This design comes from an exercise in tuning for small area, a short achievable clock period and few clock cycles per item on the open sky130 flow, not from production work. The RTL was checked by simulation tests, not by an equivalence proof against the original design. Power is estimated from default activity; no workload was simulated. The flow treats the clock pin as an ideal source, which a real chip does not have.

[flow/design.v]
module modbus_rx (
    input  wire       clk,
    input  wire       rst,         
    input  wire       in_valid,
    output wire       in_ready,
    input  wire [7:0] in_data,
    output wire       out_valid,
    input  wire       out_ready,
    output wire [7:0] out_data,
    output wire       out_last
);
    localparam integer L  = 261;       
    localparam integer DA = L - 4;     
    localparam integer TA = DA - 1;    
    localparam integer J  = 16;        
    localparam integer Q  = 9;         
    localparam [1:0] T_OK  = 2'd0;
    localparam [1:0] T_FC  = 2'd1;
    localparam [1:0] T_CRC = 2'd2;
    localparam [8:0] LM1 = L - 1;
    localparam [8:0] LW_PRE = 9'd254;     
    reg  [8*L-1:0] ring;
    wire     [7:0] ring_in;
    always @(posedge clk)
        ring <= {ring[8*(L-1)-1:0], ring_in};
    localparam [2:0] P_F0 = 3'd0, P_F1 = 3'd1, P_BC = 3'd2, P_DT = 3'd3,
                     P_CL = 3'd4, P_CH = 3'd5;
    reg        in_rdy;
    reg  [8:0] lw;
    reg        lw0;                
    reg        lwl;                
    reg  [2:0] ext;                
    reg  [2:0] pst;                
    reg  [7:0] dc;                 
    reg [15:0] crc;
    reg        lo_mm;              
    reg        fc_ok;
    reg  [8:0] le;                 
    reg        le3, le4;           
    reg        win;                
    assign in_ready = in_rdy;
    wire acc    = in_valid & in_rdy;
    wire ext_wr = (ext != 3'd0) && lw0 && !le4;
    wire [7:0] ext_byte = ext[0] ? crc[7:0] : crc[15:8];    
    assign ring_in = acc ? in_data : ext_wr ? ext_byte : ring[8*L-1 -: 8];
    reg [15:0] crc_next;
    integer i;
    always @* begin
        crc_next = ((pst == P_F0) ? 16'hFFFF : crc) ^ {8'h00, in_data};
        for (i = 0; i < 8; i = i + 1)
            crc_next = crc_next[0] ? ((crc_next >> 1) ^ 16'hA001) : (crc_next >> 1);
    end
    wire last_in  = acc && (pst == P_CH);
    wire crc_bad  = lo_mm || (in_data != crc[15:8]);
    wire ext_set  = last_in && crc_bad;
    wire [1:0] push_type = crc_bad ? T_CRC : (fc_ok ? T_OK : T_FC);
    reg  [1:0] q_mem [0:Q-1];
    reg  [3:0] q_wp, q_rp;
    reg        q_ne;               
    reg        q_full;             
    wire [1:0] q_head = q_mem[q_rp];
    localparam [2:0] E_H0 = 3'd0, E_J0 = 3'd1, E_J1 = 3'd2, E_J2 = 3'd3,
                     E_J3 = 3'd4, E_BD = 3'd5;
    reg  [2:0] est;
    reg  [1:0] etype;
    reg  [8:0] er;                 
    reg        eodd;
    reg  [7:0] ad;                 
    reg        b_emit, b_last, b_end, b_crcz, b_rhi;
    reg  [7:0] ta;
    integer k;
    always @* begin
        ta = ring[8*TA +: 8];
        for (k = 1; k < J; k = k + 1)
            if (le[3:0] == k) ta = ring[8*((TA + k) % L) +: 8];
    end
    wire e_ok  = (etype == T_OK);
    wire e_crc = (etype == T_CRC);
    reg       e_emit, e_last;
    reg [7:0] e_byte;
    always @* begin
        e_emit = 1'b0; e_last = 1'b0; e_byte = 8'h00;
        case (est)
            E_H0: begin e_emit = 1'b1; e_byte = {7'd0, q_head != T_OK}; end
            E_J0: begin e_emit = 1'b1;
                        e_byte = e_ok ? ta : e_crc ? 8'h03 : 8'h04; end
            E_J1: begin e_emit = 1'b1;
                        e_byte = e_ok ? ta : e_crc ? 8'h04 : 8'h00;
                        e_last = !e_ok && !e_crc; end
            E_J2: begin e_emit = e_ok; end
            E_J3: begin e_emit = e_ok; e_byte = {1'b0, ad[7:1]};
                        e_last = (ad[7:1] == 7'd0); end
            default: begin
                e_emit = b_emit;
                e_byte = b_rhi ? ta : ad;
                e_last = b_last;
            end
        endcase
    end
    function [4:0] bflags(input [8:0] x, input ok, input crc, input odd);
        begin
            bflags[4] = ok ? (x > {8'd0, odd}) : crc ? (x <= 9'd4) : 1'b0;      
            bflags[3] = ok ? (odd ? (x == 9'd2) : (x == 9'd1)) : (x == 9'd1);   
            bflags[2] = (x == 9'd1);                                              
            bflags[1] = crc && (x <= 9'd5);                                       
            bflags[0] = crc && (x == 9'd4);                                       
        end
    endfunction
    wire [8:0] bc_ext = {1'b0, ad} + (e_crc ? 9'd4 : 9'd0);
    wire       at_j3  = (est == E_J3);
    wire [8:0] er_n   = at_j3 ? bc_ext : er - 9'd1;
    wire       odd_n  = at_j3 ? ad[0] : eodd;
    wire [4:0] bf_n   = bflags(er_n, e_ok, e_crc, odd_n);
    reg       v0, l0;
    reg [7:0] d0;
    assign out_valid = v0;
    assign out_data  = d0;
    assign out_last  = l0;
    wire blk   = b_crcz && (est == E_BD) && (ext != 3'd0) && !q_ne;
    wire e_can = win && !blk && ((est != E_H0) || q_ne);
    wire load  = !v0 || out_ready;
    wire adv   = e_can && (!e_emit || load);
    wire q_pop = adv && (est == E_H0);
    reg        q_push;             
    reg  [1:0] q_type;
    wire       wr      = acc || ext_wr;
    wire       lw_keep = lw0 && wr;
    wire       lw0_n   = lw_keep || lwl;
    wire       ext0_n  = !ext_set && ((ext == 3'd0) || (ext == 3'd1 && ext_wr));
    wire       le4_n   = adv ? le4 : le3;
    wire [8:0] le_inc  = lwrap(le);
    wire       pst_ch_n = acc ? (pst == P_CL) : (pst == P_CH);
    wire       q_room_n = !pst_ch_n || !q_full;
    wire [3:0] q_wp_inc = (q_wp == Q - 1) ? 4'd0 : q_wp + 4'd1;
    wire [3:0] q_rp_inc = (q_rp == Q - 1) ? 4'd0 : q_rp + 4'd1;
    function [8:0] lwrap(input [8:0] x);
        lwrap = (x == LM1) ? 9'd0 : x + 9'd1;
    endfunction
    always @(posedge clk) begin
        if (rst) begin
            in_rdy <= 1'b1;
            lw     <= 9'd0;
            lw0    <= 1'b1;
            lwl    <= 1'b0;
            ext    <= 3'd0;
            pst    <= P_F0;
            q_wp   <= 4'd0;
            q_rp   <= 4'd0;
            q_ne   <= 1'b0;
            q_full <= 1'b0;
            q_push <= 1'b0;
            est    <= E_H0;
            le     <= (9'd1 - DA[8:0]) + L[8:0];    
            le3    <= 1'b0;
            le4    <= 1'b0;
            win    <= 1'b1;
            v0     <= 1'b0;
        end else begin
            in_rdy <= lw0_n && ext0_n && !le4_n && q_room_n;
            q_push <= last_in;
            lw  <= (lw_keep || lwl) ? 9'd0 : {lw[7:0], ~(lw[8] ^ lw[4])};
            lw0 <= lw0_n;
            lwl <= !lw_keep && (lw == LW_PRE);
            ext <= ext_set ? 3'd4 : ext_wr ? ext - 3'd1 : ext;
            if (q_push) q_wp <= q_wp_inc;
            if (q_pop)  q_rp <= q_rp_inc;
            case ({q_push, q_pop})
                2'b10: begin q_ne <= 1'b1; q_full <= (q_wp_inc == q_rp); end
                2'b01: begin q_ne <= (q_rp_inc != q_wp); q_full <= 1'b0; end
                default: ;
            endcase
            if (acc) begin
                case (pst)
                    P_F0: pst <= P_F1;
                    P_F1: pst <= P_BC;
                    P_BC: pst <= (in_data == 8'd0) ? P_CL : P_DT;
                    P_DT: if (dc == 8'd1) pst <= P_CL;
                    P_CL: pst <= P_CH;
                    default: pst <= P_F0;
                endcase
            end
            if (adv) begin
                case (est)
                    E_H0: est <= E_J0;
                    E_J0: est <= E_J1;
                    E_J1: est <= E_J2;
                    E_J2: est <= E_J3;
                    E_J3: est <= (bc_ext == 9'd0) ? E_H0 : E_BD;
                    default: if (b_end) est <= E_H0;
                endcase
            end else begin
                le  <= le_inc;
                le3 <= (le == 9'd2);
                le4 <= le3;
                win <= (le_inc < J);
            end
            if (load) v0 <= e_can && e_emit;
        end
        if (acc) begin
            if (pst != P_CL && pst != P_CH) crc <= crc_next;
            if (pst == P_F1) fc_ok <= (in_data == 8'h03) || (in_data == 8'h04);
            if (pst == P_BC) dc <= in_data;
            if (pst == P_DT) dc <= dc - 8'd1;
            if (pst == P_CL) lo_mm <= (in_data != crc[7:0]);
        end
        q_type <= push_type;
        if (q_push) q_mem[q_wp] <= q_type;
        if (adv) begin
            if (!(est == E_BD && b_rhi)) ad <= ta;
            if (est == E_H0) etype <= q_head;
            if (at_j3 || est == E_BD) begin
                er   <= er_n;
                eodd <= odd_n;
                {b_emit, b_last, b_end, b_crcz, b_rhi} <= bf_n;
            end
        end
        if (rst) begin
            d0 <= 8'h00;
            l0 <= 1'b0;
        end else if (load) begin
            d0 <= e_byte;
            l0 <= e_last;
        end
    end
endmodule
[flow/flow/run.sh]
#!/bin/bash
# Own layout flow: the standard ORFS flow (standard.sh), with
#  - clock tree synthesis with larger sink clusters and no dummy loads.
# The SDC, the clock period and every other setting are left as they are.
set -euo pipefail
export CTS_ARGS="-sink_clustering_enable -repair_clock_nets -sink_clustering_size 30 -sink_clustering_max_diameter 80 -dont_use_dummy_load"
bash standard.sh finish SETUP_SLACK_MARGIN=6.9 > standard.log 2>&1
[flow/standard.sh]
#!/bin/bash
# synth_recipe.tcl (not shown) runs the flow's synth.tcl, then flattens the netlist and writes it again
# the make line also repeats each setting of config.mk as NAME=value (left out here)
make -C /OpenROAD-flow-scripts/flow DESIGN_CONFIG=/design/flow/config.mk WORK_HOME=/design/flow/orfs CLKGATE_MAP_FILE= SYNTH_SCRIPT=/design/flow/synth_recipe.tcl "${@:-finish}"
[flow/config.mk]
export PLATFORM = sky130hd
export DESIGN_NAME = modbus_rx
export DESIGN_NICKNAME = modbus_rx
export VERILOG_FILES = /design/flow/design.v
export SDC_FILE = /design/flow/constraint.sdc
export NUM_CORES = 4
export LEC_CHECK = 0
export ABC_AREA = 1
export CAP_MARGIN = 20
export CORE_MARGIN = 2
export CORE_UTILIZATION = 62
export PLACE_DENSITY = 0.78
export SLEW_MARGIN = 20
[flow/constraint.sdc]
create_clock -name core_clock -period 10.0 [get_ports {clk}]
set_input_delay 2.0000 -clock core_clock [delete_from_list [all_inputs] [get_ports {clk}]]
set_output_delay 2.0000 -clock core_clock [all_outputs]
set_load 0.01 [all_outputs]
==> flow_metrics.py <==
metrics = {
    "route": {
        "first_pass_iters": 5,
        "antenna_left": 0,
        "totalWireLength_um": 63000,
        "drc_errors": 0,
        "vias_per_cell": 4.57,
        "vias": 20000,
        "drtIter0Drc": 1169,
        "wire_per_inst_um": 14.4,
    },
    "setup_path": {
        "ff2ff_setup_slack_ns": 7.03,
        "crit_path_end_kind": "primary output",
        "crit_path_max_incr_delay_ns": 0.37,
        "crit_family": "flip-flops",
        "worst_setup_path_start_kind": "register",
        "cp_slowest_cell": "dfxtp_4",
        "path_class": "register to primary output",
        "required_ns": 8.00,
        "worst-path-buf-inv": 1,
        "critPathArrivalTime_ns": 1.09,
        "crit_chain": "buf_6",
        "critPathMaxFanout": 2,
    },
    "finish": {
        "drive_gt1_share_pct": 7.31,
        "areaGrowthSynthToFinish_pct": 7.94,
        "multi_input_area_mm2": 0.00473,
        "n_antenna_cell": 0,
        "fin_area_mm2": 0.0542,
        "fill_cells": 5306,
        "final_nets": 3346,
        "final-seq-area_mm2": 0.0451,
        "fin_util_pct": 67.5,
    },
    "sta": {
        "drv_slew": 0,
        "timing.final.hold_violations": 0,
        "setup_tns_ns": 0,
        "fmax_ghz": 0.323,
        "rsz0062_at_grt": "yes",
        "min_period_ns": 3.09,
        "slew_headroom_pct": 30.0,
        "finalSetupViolations": 0,
        "period_share_pct": 30.9,
        "tightest_slew_ns": 1.05,
        "fin_skew_ns": 0.0598,
    },
    "clocking": {
        "cts_hold_buf": 0,
        "htree_num_levels": 3,
        "clk_path_buf_depth": 3,
        "clk_latency_ns": 0.62,
        "cts_buffers": 85,
        "root_buffer": "clkbuf_16",
        "clkTransAtPathRegs_ns": 0.10,
        "clock-sinks": 2217,
        "cts_tree": "yes",
    },
    "synth": {
        "syn_area_mm2": 0.0502,
        "synth_cell_types": 55,
        "netlist_instances": 3217,
        "synthXorXnorAreaFrac_pct": 0.865,
        "synth_top_area_cell": "dfxtp_1",
        "syn_avg_cell_area_um2": 15.6,
        "synthAdderAreaFrac_pct": 0.499,
        "synth.area.top_cells": "dfxtp_1, edfxtp_1, nand2_1",
        "ys_async_sr_fraction_pct": 0,
        "synth.net_count": 3249,
        "synth-seq-area-share_pct": 89.8,
        "synth_edf_count": 69,
        "synth_seq_cells": 2217,
        "synth_mux_area_share_pct": 0.107,
        "synth_top_area_share_pct": 85.7,
        "yosys_warnings": 1,
        "synth-simple-area-share_pct": 4.67,
        "dominantRegCellSynth": "dfxtp_1",
        "synth_top_family_by_area": "simple AND/OR/NAND/NOR gates",
        "synth_compound_area_share_pct": 2.71,
    },
    "global_route": {
        "grt_overflow": 0,
        "antenna_found_initial": 0,
        "grt_pass1_wl_um": 102000,
        "grt_pass1_vias": 19400,
        "track_usage_pct": 15.3,
        "grt_max_degree": 31,
    },
    "floorplan": {
        "core_region_area_mm2": 0.0803,
        "initial_core_util_pct": 62.5,
        "rows": 104,
        "die_x_um": 289,
        "die_area_mm2": 0.0833,
        "die_h_um": 289,
        "pin_count": 23,
    },
    "pwr": {
        "power_density_mw_per_mm2": 281,
        "p_leak_uw": 0.0216,
        "irDropWorstVdd_v": 0.000171,
    },
    "placed_design": {
        "routabilityCongestion": 0.838,
        "io_buffer_count": 22,
        "place_area_mm2": 0.0517,
        "dp_hpwl_um": 33500,
    },
    "run_status": {
        "status": "complete, no violations",
    },
    "min_path": {
        "hp-class": "register to register",
    },
    "flow_run": {
        "maxCapViolCount": 0,
    },
}
logic make-up (layout without fill, tap and decap cells):
group           count (synthesis)  in the layout
simple gates                  529            530
compound gates                231            231
mux                             5              5
buf+inv                       171            265
xor+xnor                       44             44
fa+ha+maj                      20             20
flops                        2217           2217
what timing repair did:
action	4_1_cts	5_1_grt
setup buffers	10	7
resized for setup	111	42
pin swaps	16	16
gates cloned	2	0
endpoints found under the setup margin	47	60
worst reg2reg max path, cell delays in order (launching register included):
cell	delay, ns
dfxtp_1	0.72
inv_1	0.29
ha_1	0.26
nand2_1	0.16
a31oi_1	0.11
o21a_1	0.31
nand2_8	0.17
nor2_4	0.06
ha_4	0.22
a211oi_2	0.13
o221ai_1	0.13
a21oi_1	0.14
nand3_1	0.09
a21oi_1	0.12
cells in the mapped netlist, drive strengths merged (2+ instances only):
master      n
ha         20
xor2       24
edfxtp     69
a31oi      11
a21oi      78
nor2      114
nand3      83
o21a        2
inv       136
or3         2
o22ai       3
nor3       25
a211oi      5
buf        13
nand2     271
dfxtp    2148
o211ai     25
o21bai      6
nand3b      3
nor4        8
nand4       8
clkbuf     21
o21ai      92
mux2i       5
xnor2      20
or2        15
a2111oi     2
layer usage:
| metal | share of wire (%) | GRT usage (%) | up-vias | routed length (um) |
|---|---|---|---|---|
| met5 | 0 | 0 | - | 0 |
| met4 | 2.8 | 4.90 | 0 | 1740 |
| met3 | 3.3 | 2.47 | 110 | 2110 |
| met2 | 42 | 22.1 | 258 | 26300 |
| met1 | 52 | 23.7 | 9368 | 32900 |
| li1 | - | - | 10300 | - |
cell type report:
type                            instances  share of cell area [%]
Multi-Input combinational cell        830                    8.73
Clock buffer                           85                    3.93
Inverter                              137                   0.970
Tap cell                             1060                    2.45
Timing Repair Buffer                   42                   0.693
Sequential cell                      2217                    83.2
Timing Repair inverter                  1                  0.0139
per-stage QoR:
stage / hold WS (ns) / power (uW) / std cells / setup WS, ns
final: 0.304 / 15200 / 4372 / 6.91
after global routing: 0.307 / 15900 / 4372 / 6.82
after CTS: 0.293 / 15300 / 4364 / 6.85
after detailed placement: 0.312 / 11400 / 4267 / 5.78
after global placement: 0.310 / 11400 / 4267 / 5.80
after floorplan: 0.310 / 11000 / 3217 / 6.54
path summary, 6_finish.rpt:
path | startpoint | endpoint | depth (start not counted)
worst max-delay path | v0$_SDFFE_PP0P_ | out_valid | 1
worst min-delay path | ring[186]$_DFF_P_ | ring[194]$_DFF_P_ | 0
worst max register to register | ext[0]$_SDFFE_PP0P_ | q_full$_SDFFE_PP0P_ | 13
worst min register to register | ring[186]$_DFF_P_ | ring[194]$_DFF_P_ | 0
registers in the layout (all words and copies together), names as in the netlist, 3 cells and up, named ones only:
signal	flops
q_wp	4
ad	8
ring	2088
crc	16
est	3
er	9
q_mem	18
d0	8
dc	8
le	9
q_rp	4
lw	9
pst	3
ext	3
cells in the final DEF (no fill, tap or decap), types with 4 or more instances in the layout:
cell type | synthesis | layout
nand2_1 | 251 | 246
edfxtp_1 | 69 | 69
inv_1 | 127 | 122
clkbuf_16 | 0 | 85
nor4_1 | 7 | 7
ha_1 | 20 | 18
buf_6 | 4 | 16
mux2i_1 | 4 | 4
xor2_1 | 20 | 18
nor2_1 | 106 | 101
nand2_4 | 2 | 4
o21ai_1 | 7 | 5
a31oi_1 | 11 | 11
buf_4 | 0 | 19
xnor2_1 | 19 | 13
o21ai_2 | 4 | 4
or2_2 | 11 | 11
o21bai_1 | 6 | 6
dfxtp_1 | 2148 | 2137
nor2_2 | 4 | 5
a21oi_1 | 69 | 67
o211ai_1 | 25 | 25
a211oi_1 | 5 | 4
nor2_4 | 4 | 8
xnor2_2 | 1 | 4
nand2_2 | 18 | 21
dfxtp_2 | 0 | 10
xor2_2 | 3 | 4
o21ai_0 | 81 | 81
nand3_1 | 80 | 78
nor3_1 | 25 | 24
a21oi_2 | 8 | 9
nand4_1 | 8 | 8
inv_2 | 9 | 11
report_power, final:
group	switching (uW)	leakage [uW]	internal (uW)	total [uW]
registers	356	0.0181	9690	10000
logic	822	0.00250	490	1310
clock network	2350	0.00105	1540	3890
total	3530	0.0216	11700	15200
Testbench counts, summed over its fixed seeds: cycles 26,792, frames 320.

-- static timing again, ports no longer ideal --
The results above use ideal ports. As a check the final layout listed here was re-extracted and re-timed, cells and wires unchanged.
Step 1 (the two cells are an assumption about what drives the block):
set clk [get_ports {clk}]
set_driving_cell -lib_cell sky130_fd_sc_hd__clkbuf_16 $clk
set_driving_cell -lib_cell sky130_fd_sc_hd__buf_2 [delete_from_list [all_inputs] $clk]
Step 2 moves the port delays by t, midway between the first and last clock arrival at a register: inputs arrive t later, outputs are due t later. That takes back most of the time a late clock gives input paths.
Slacks: ideal ports / drivers / drivers and shift; pairs: ideal ports / drivers.
t (ns): 0.677
setup slack, ns: 6.909 / 6.843 / 6.312
worst setup path after step 2: input to register
latest minus earliest clock arrival (ns): 0.104 / 0.103
pins driven straight from the clock port: 1
After both steps setup and hold are still met in this run. The setup slack of this run moves by -0.066 ns with the drivers and by -0.597 ns with both steps.
